This design comes from an exercise in tuning for small area, a short achievable clock period and few clock cycles on the open sky130 flow, not from production work.
The RTL was checked by simulation tests, not by an equivalence proof against the original design.
Power and IR drop assume default switching activity.

==> flow/design.v <==
module cpu4 (
    input  wire       clk,
    input  wire       rst,         
    output wire [7:0] rom_addr,
    input  wire [7:0] rom_data,
    input  wire       img_we,
    input  wire [3:0] img_addr,
    input  wire [3:0] img_data,
    input  wire       in_valid,
    input  wire [3:0] in_data,
    input  wire [3:0] sw_toggle,
    output wire       out_valid,
    output wire [3:0] out_data,
    output wire [3:0] led,
    output wire [3:0] sw,
    output wire       waiting,
    output wire       halted
);
    reg  [7:0] pc;
    reg  [7:0] ir;            
    reg        iv;            
    reg  [3:0] opv;           
    reg        c_sta;         
    reg        c_stai;        
    reg        c_push;        
    reg        c_zmod;        
    reg        c_cmod;        
    reg        c_kill;        
    reg        c_stk;         
    reg        c_ldai;        
    reg        clr_p;         
    reg        jp;            
    reg  [3:0] acc;
    reg        zs;            
    reg        zsave;         
    reg        cf;
    reg  [3:0] spm;           
    reg        s_empty;       
    reg        s_full;        
    reg  [63:0] ram;          
    reg  [127:0] stack;       
    reg  [3:0] led_r;
    reg  [3:0] sw_r;
    reg        wt;            
    reg        ht;            
    reg        ov;            
    wire [3:0] op = ir[7:4];
    wire [3:0] n  = ir[3:0];
    wire       e_ext  = (op == 4'hF);
    wire       e_rst  = iv & e_ext & (n == 4'h1);
    wire       e_pop  = iv & e_ext & (n == 4'h5) & ~s_empty;
    wire       e_ret  = iv & e_ext & (n == 4'h6) & ~s_empty;    
    wire       e_push = iv & c_push & ~s_full;
    wire       ldai1  = iv & c_ldai;
    wire       kill   = iv & (c_kill | c_ldai);
    wire [7:0] stk_top = stack[8*spm +: 8];
    wire [4:0] sum     = {1'b0, acc} + {1'b0, opv};
    wire [4:0] diff    = {1'b0, acc} - {1'b0, opv};
    wire [7:0] pc_inc  = pc + 8'd1;
    wire [7:0] pc_inc2 = pc + 8'd2;
    wire       zf      = zs ? (acc == 4'd0) : zsave;
    reg  [3:0] acc_e;
    reg        zs_e, zsave_e, cf_e;
    always @(*) begin
        acc_e   = acc;
        zs_e    = zs;
        zsave_e = zsave;
        cf_e    = cf;
        case (op)
        4'h1: begin acc_e = opv; zs_e = 1'b1; end
        4'h2: begin acc_e = n; zs_e = 1'b1; end
        4'h4: begin acc_e = sum[3:0]; cf_e = sum[4]; zs_e = 1'b1; end
        4'h5: begin acc_e = diff[3:0]; cf_e = diff[4]; zs_e = 1'b1; end
        4'h6: begin acc_e = acc & opv; zs_e = 1'b1; end
        4'h7: begin acc_e = acc | opv; zs_e = 1'b1; end
        4'h8: begin acc_e = acc ^ opv; zs_e = 1'b1; end
        4'hF: begin
            case (n)
            4'h1: begin acc_e = 4'd0; zs_e = 1'b0; zsave_e = 1'b0; cf_e = 1'b0; end
            4'h3: begin acc_e = ~acc; zs_e = 1'b1; end
            4'h5: if (!s_empty) begin acc_e = stk_top[3:0]; zs_e = 1'b0; zsave_e = zf; end
            default: ;
            endcase
        end
        default: ;
        endcase
    end
    wire       ram_clr = rst | clr_p;
    wire [3:0] ram_wd  = ram_clr ? 4'd0 : img_we ? img_data : wt ? in_data : acc;
    wire [3:0] e_wa    = c_stai ? opv : n;                
    wire       e_we    = iv & (c_sta | c_stai);
    wire [3:0] ram_wa  = img_we ? img_addr : wt ? 4'd14 : e_wa;
    wire       ram_we  = img_we | (wt & in_valid) | e_we;
    integer i;
    always @(posedge clk) begin
        for (i = 0; i < 16; i = i + 1)
            if (ram_clr || (ram_we && ram_wa == i))
                ram[4*i +: 4] <= ram_wd;
    end
    wire [7:0] stk_wd = (op == 4'hE) ? pc_inc : {4'd0, acc};
    always @(posedge clk) begin
        for (i = 0; i < 16; i = i + 1)
            if (e_push && spm == ((i + 15) % 16))
                stack[8*i +: 8] <= stk_wd;
    end
    wire [3:0] f_op  = rom_data[7:4];
    wire [3:0] f_n   = rom_data[3:0];
    wire       f_ret = (rom_data == 8'hF6);
    wire       f_br  = ~jp & iv & (((f_op == 4'hC) & c_zmod) | ((f_op == 4'hD) & c_cmod) |
                                   (f_ret & c_stk));
    wire       f_go  = ~kill & ~ht & ~wt & ~img_we & ~clr_p & ~f_br;
    wire       f_fwd = e_we & (e_wa == f_n);
    wire [3:0] f_addr = ldai1 ? opv : f_n;
    wire [3:0] f_opv = f_fwd ? acc : ram[4*f_addr +: 4];
    wire       d_zmod = (f_op == 4'h1) | (f_op == 4'h2) | (f_op == 4'h4) | (f_op == 4'h5) |
                        (f_op == 4'h6) | (f_op == 4'h7) | (f_op == 4'h8) | (f_op == 4'h9) |
                        (rom_data == 8'hF3);
    wire       d_cmod = (f_op == 4'h4) | (f_op == 4'h5);
    wire       d_kill = (rom_data == 8'h1E) | (rom_data == 8'hF0) | (rom_data == 8'hF1);
    wire       d_stk  = (f_op == 4'hE) | (rom_data == 8'hF4) | (rom_data == 8'hF5) | f_ret;
    always @(posedge clk) begin
        opv    <= f_opv;
        if (ldai1) begin
            ir     <= 8'h10;
            c_sta  <= 1'b0;
            c_stai <= 1'b0;
            c_push <= 1'b0;
            c_zmod <= 1'b1;
            c_cmod <= 1'b0;
            c_kill <= 1'b0;
            c_stk  <= 1'b0;
            c_ldai <= 1'b0;
        end else begin
            ir     <= rom_data;
            c_sta  <= (f_op == 4'h3);
            c_stai <= (f_op == 4'hA);
            c_push <= (f_op == 4'hE) | (rom_data == 8'hF4);
            c_zmod <= d_zmod;
            c_cmod <= d_cmod;
            c_kill <= d_kill;
            c_stk  <= d_stk;
            c_ldai <= (f_op == 4'h9);
        end
    end
    always @(posedge clk) begin
        if (rst) begin
            pc      <= 8'd0;
            iv      <= 1'b0;
            jp      <= 1'b0;
            acc     <= 4'd0;
            zs      <= 1'b0;
            zsave   <= 1'b0;
            cf      <= 1'b0;
            spm     <= 4'd15;
            s_empty <= 1'b1;
            s_full  <= 1'b0;
            led_r   <= 4'd0;
            wt      <= 1'b0;
            ht      <= 1'b0;
            ov      <= 1'b0;
            clr_p   <= 1'b0;
        end else begin
            clr_p <= e_rst;
            ov <= iv & (ir == 8'hF2);
            if (iv) begin
                acc   <= acc_e;
                zs    <= zs_e;
                zsave <= zsave_e;
                cf    <= cf_e;
            end else if (wt && in_valid) begin
                acc <= in_data;
                zs  <= 1'b1;
                wt  <= 1'b0;
            end
            if (iv && ir == 8'h1E) wt <= 1'b1;
            if (iv && ir == 8'hF0) ht <= 1'b1;
            if (iv && c_sta && n == 4'd15) led_r <= acc;
            if (e_push) begin
                spm     <= spm + 4'd1;
                s_empty <= 1'b0;
                s_full  <= (spm == 4'd14);
            end
            if (e_pop || e_ret) begin
                spm     <= spm - 4'd1;
                s_full  <= 1'b0;
                s_empty <= (spm == 4'd0);
            end
            if (e_rst) begin
                spm     <= 4'd15;
                s_empty <= 1'b1;
                s_full  <= 1'b0;
                led_r   <= 4'd0;
            end
            if (e_rst) pc <= 8'd0;
            iv <= ldai1;
            if (f_go) begin
                if (jp) begin
                    pc <= rom_data;
                    jp <= 1'b0;
                end else begin
                    case (f_op)
                    4'hB: begin
                        pc <= pc_inc;
                        jp <= 1'b1;
                    end
                    4'hC: begin
                        if (zf) begin pc <= pc_inc; jp <= 1'b1; end
                        else pc <= pc_inc2;
                    end
                    4'hD: begin
                        if (cf) begin pc <= pc_inc; jp <= 1'b1; end
                        else pc <= pc_inc2;
                    end
                    default: begin
                        pc     <= (f_ret && !s_empty) ? stk_top : pc_inc;
                        jp     <= (f_op == 4'hE);
                        iv     <= 1'b1;
                    end
                    endcase
                end
            end
        end
    end
    always @(posedge clk) begin
        if (rst)
            sw_r <= 4'd0;
        else
            sw_r <= sw_r ^ sw_toggle;
    end
    assign rom_addr  = pc;
    assign out_valid = ov;
    assign out_data  = acc;
    assign led       = led_r;
    assign sw        = sw_r;
    assign waiting   = wt;
    assign halted    = ht;
endmodule
==> flow/config.mk <==
export PLATFORM = sky130hd
export DESIGN_NAME = cpu4
export DESIGN_NICKNAME = cpu4
export VERILOG_FILES = /design/flow/design.v
export SDC_FILE = /design/flow/constraint.sdc
export NUM_CORES = 4
export LEC_CHECK = 0
export CAP_MARGIN = 20
export CORE_MARGIN = 2
export CORE_UTILIZATION = 40
export CTS_BUF_LIST = sky130_fd_sc_hd__clkbuf_16
export CTS_CLUSTER_DIAMETER = 80
export CTS_CLUSTER_SIZE = 22
export SETUP_SLACK_MARGIN = 2.7
export SLEW_MARGIN = 20
==> flow/constraint.sdc <==
create_clock -name core_clock -period 5.0 [get_ports {clk}]
set_input_delay 1.0000 -clock core_clock [delete_from_list [all_inputs] [get_ports {clk}]]
set_output_delay 1.0000 -clock core_clock [all_outputs]
set_load 0.01 [all_outputs]
standard.sh (not shown) runs the stock make flow with config.mk's settings and CLKGATE_MAP_FILE= SYNTH_SCRIPT=/design/flow/synth_recipe.tcl, a recipe that flattens the netlist after the stock synthesis.
==> flow/flow/run.sh <==
#!/bin/bash
# The standard layout (standard.sh: the standard flow's synthesis and ORFS flow, unchanged),
# with the ports buffered by sky130_fd_sc_hd__buf_2 instead of the cell
# buffer_ports picks by default. Every port still gets its own buffer.
set -euo pipefail
export BUFFER_PORTS_ARGS="-buffer_cell sky130_fd_sc_hd__buf_2"
bash standard.sh finish > standard.log 2>&1
Testbench counts at the start, summed over its fixed seeds: cycles 119,591.
Change:
--- a/flow/design.v
+++ b/flow/design.v
@@ -27,7 +27,6 @@
     reg        c_cmod;        
     reg        c_kill;        
     reg        c_stk;         
-    reg        c_ldai;        
     reg        clr_p;         
     reg        jp;            
     reg  [3:0] acc;
@@ -51,9 +50,9 @@
     wire       e_pop  = iv & e_ext & (n == 4'h5) & ~s_empty;
     wire       e_ret  = iv & e_ext & (n == 4'h6) & ~s_empty;    
     wire       e_push = iv & c_push & ~s_full;
-    wire       ldai1  = iv & c_ldai;
-    wire       kill   = iv & (c_kill | c_ldai);
+    wire       kill   = iv & c_kill;
     wire [7:0] stk_top = stack[8*spm +: 8];
+    wire [3:0] ram_ind = ram[4*opv +: 4];
     wire [4:0] sum     = {1'b0, acc} + {1'b0, opv};
     wire [4:0] diff    = {1'b0, acc} - {1'b0, opv};
     wire [7:0] pc_inc  = pc + 8'd1;
@@ -74,6 +73,7 @@
         4'h6: begin acc_e = acc & opv; zs_e = 1'b1; end
         4'h7: begin acc_e = acc | opv; zs_e = 1'b1; end
         4'h8: begin acc_e = acc ^ opv; zs_e = 1'b1; end
+        4'h9: begin acc_e = ram_ind; zs_e = 1'b1; end
         4'hF: begin
             case (n)
             4'h1: begin acc_e = 4'd0; zs_e = 1'b0; zsave_e = 1'b0; cf_e = 1'b0; end
@@ -87,14 +87,11 @@
     end
     wire       ram_clr = rst | clr_p;
     wire [3:0] ram_wd  = ram_clr ? 4'd0 : img_we ? img_data : wt ? in_data : acc;
-    wire [3:0] e_wa    = c_stai ? opv : n;                
-    wire       e_we    = iv & (c_sta | c_stai);
-    wire [3:0] ram_wa  = img_we ? img_addr : wt ? 4'd14 : e_wa;
-    wire       ram_we  = img_we | (wt & in_valid) | e_we;
     integer i;
     always @(posedge clk) begin
         for (i = 0; i < 16; i = i + 1)
-            if (ram_clr || (ram_we && ram_wa == i))
+            if (ram_clr || (img_we && img_addr == i) || (wt && in_valid && i == 14) ||
+                (iv && c_sta && n == i) || (iv && c_stai && opv == i))
                 ram[4*i +: 4] <= ram_wd;
     end
     wire [7:0] stk_wd = (op == 4'hE) ? pc_inc : {4'd0, acc};
@@ -109,9 +106,8 @@
     wire       f_br  = ~jp & iv & (((f_op == 4'hC) & c_zmod) | ((f_op == 4'hD) & c_cmod) |
                                    (f_ret & c_stk));
     wire       f_go  = ~kill & ~ht & ~wt & ~img_we & ~clr_p & ~f_br;
-    wire       f_fwd = e_we & (e_wa == f_n);
-    wire [3:0] f_addr = ldai1 ? opv : f_n;
-    wire [3:0] f_opv = f_fwd ? acc : ram[4*f_addr +: 4];
+    wire       f_fwd = iv & ((c_sta & (n == f_n)) | (c_stai & (opv == f_n)));
+    wire [3:0] f_opv = f_fwd ? acc : ram[4*f_n +: 4];
     wire       d_zmod = (f_op == 4'h1) | (f_op == 4'h2) | (f_op == 4'h4) | (f_op == 4'h5) |
                         (f_op == 4'h6) | (f_op == 4'h7) | (f_op == 4'h8) | (f_op == 4'h9) |
                         (rom_data == 8'hF3);
@@ -119,28 +115,15 @@
     wire       d_kill = (rom_data == 8'h1E) | (rom_data == 8'hF0) | (rom_data == 8'hF1);
     wire       d_stk  = (f_op == 4'hE) | (rom_data == 8'hF4) | (rom_data == 8'hF5) | f_ret;
     always @(posedge clk) begin
+        ir     <= rom_data;
         opv    <= f_opv;
-        if (ldai1) begin
-            ir     <= 8'h10;
-            c_sta  <= 1'b0;
-            c_stai <= 1'b0;
-            c_push <= 1'b0;
-            c_zmod <= 1'b1;
-            c_cmod <= 1'b0;
-            c_kill <= 1'b0;
-            c_stk  <= 1'b0;
-            c_ldai <= 1'b0;
-        end else begin
-            ir     <= rom_data;
-            c_sta  <= (f_op == 4'h3);
-            c_stai <= (f_op == 4'hA);
-            c_push <= (f_op == 4'hE) | (rom_data == 8'hF4);
-            c_zmod <= d_zmod;
-            c_cmod <= d_cmod;
-            c_kill <= d_kill;
-            c_stk  <= d_stk;
-            c_ldai <= (f_op == 4'h9);
-        end
+        c_sta  <= (f_op == 4'h3);
+        c_stai <= (f_op == 4'hA);
+        c_push <= (f_op == 4'hE) | (rom_data == 8'hF4);
+        c_zmod <= d_zmod;
+        c_cmod <= d_cmod;
+        c_kill <= d_kill;
+        c_stk  <= d_stk;
     end
     always @(posedge clk) begin
         if (rst) begin
@@ -192,7 +175,7 @@
                 led_r   <= 4'd0;
             end
             if (e_rst) pc <= 8'd0;
-            iv <= ldai1;
+            iv <= 1'b0;
             if (f_go) begin
                 if (jp) begin
                     pc <= rom_data;
=>
- cell count went up by about 4.6%
- cell area went up by about 3.7%
- worst setup slack gains 0.096 ns
- total power went up by 4.5%
- routed wire length went up by about 11%
- core utilization went down by 2.0 points
- maximum frequency went up by 4.3%
- sequential share of layout area went down by 1.9 points
- combinational power went up by about 26%
- non-clock buffer count went down by 1
- hold slack gains 0.036 ns
- critical path depth went up by 2
- synthesized area went up by 6.8%
- register-to-register slack gains 0.10 ns
Testbench counts after the change, summed over its fixed seeds: cycles 119,591.

## what the ideal ports hide
Ports are ideal in the flow. The routed layouts listed here were re-timed in OpenROAD. Step 1, drivers: a clkbuf_16 drives clk and a buf_2 each remaining input, both assumed. Step 2 times the ports against the registers' clock, not the clock port: input delays grow and output delays shrink by t, the midpoint of the rising clock arrivals with the driver on. Three values: ideal ports, drivers, drivers and shift; two values: the first two.
| run | t (ns) | setup WS [ns] | hold slack, ns |
|---|---|---|---|
| the first run | 0.537 | 2.666 / 2.666 / 2.201 | 0.472 / 0.472 / 0.472 |
| the second run | 0.555 | 2.762 / 2.728 / 2.236 | 0.507 / 0.507 / 0.507 |
After both steps every run listed still meets setup and hold. The setup slack of the second run, which loses most, moves by -0.034 ns with the drivers and by -0.526 ns with both steps.
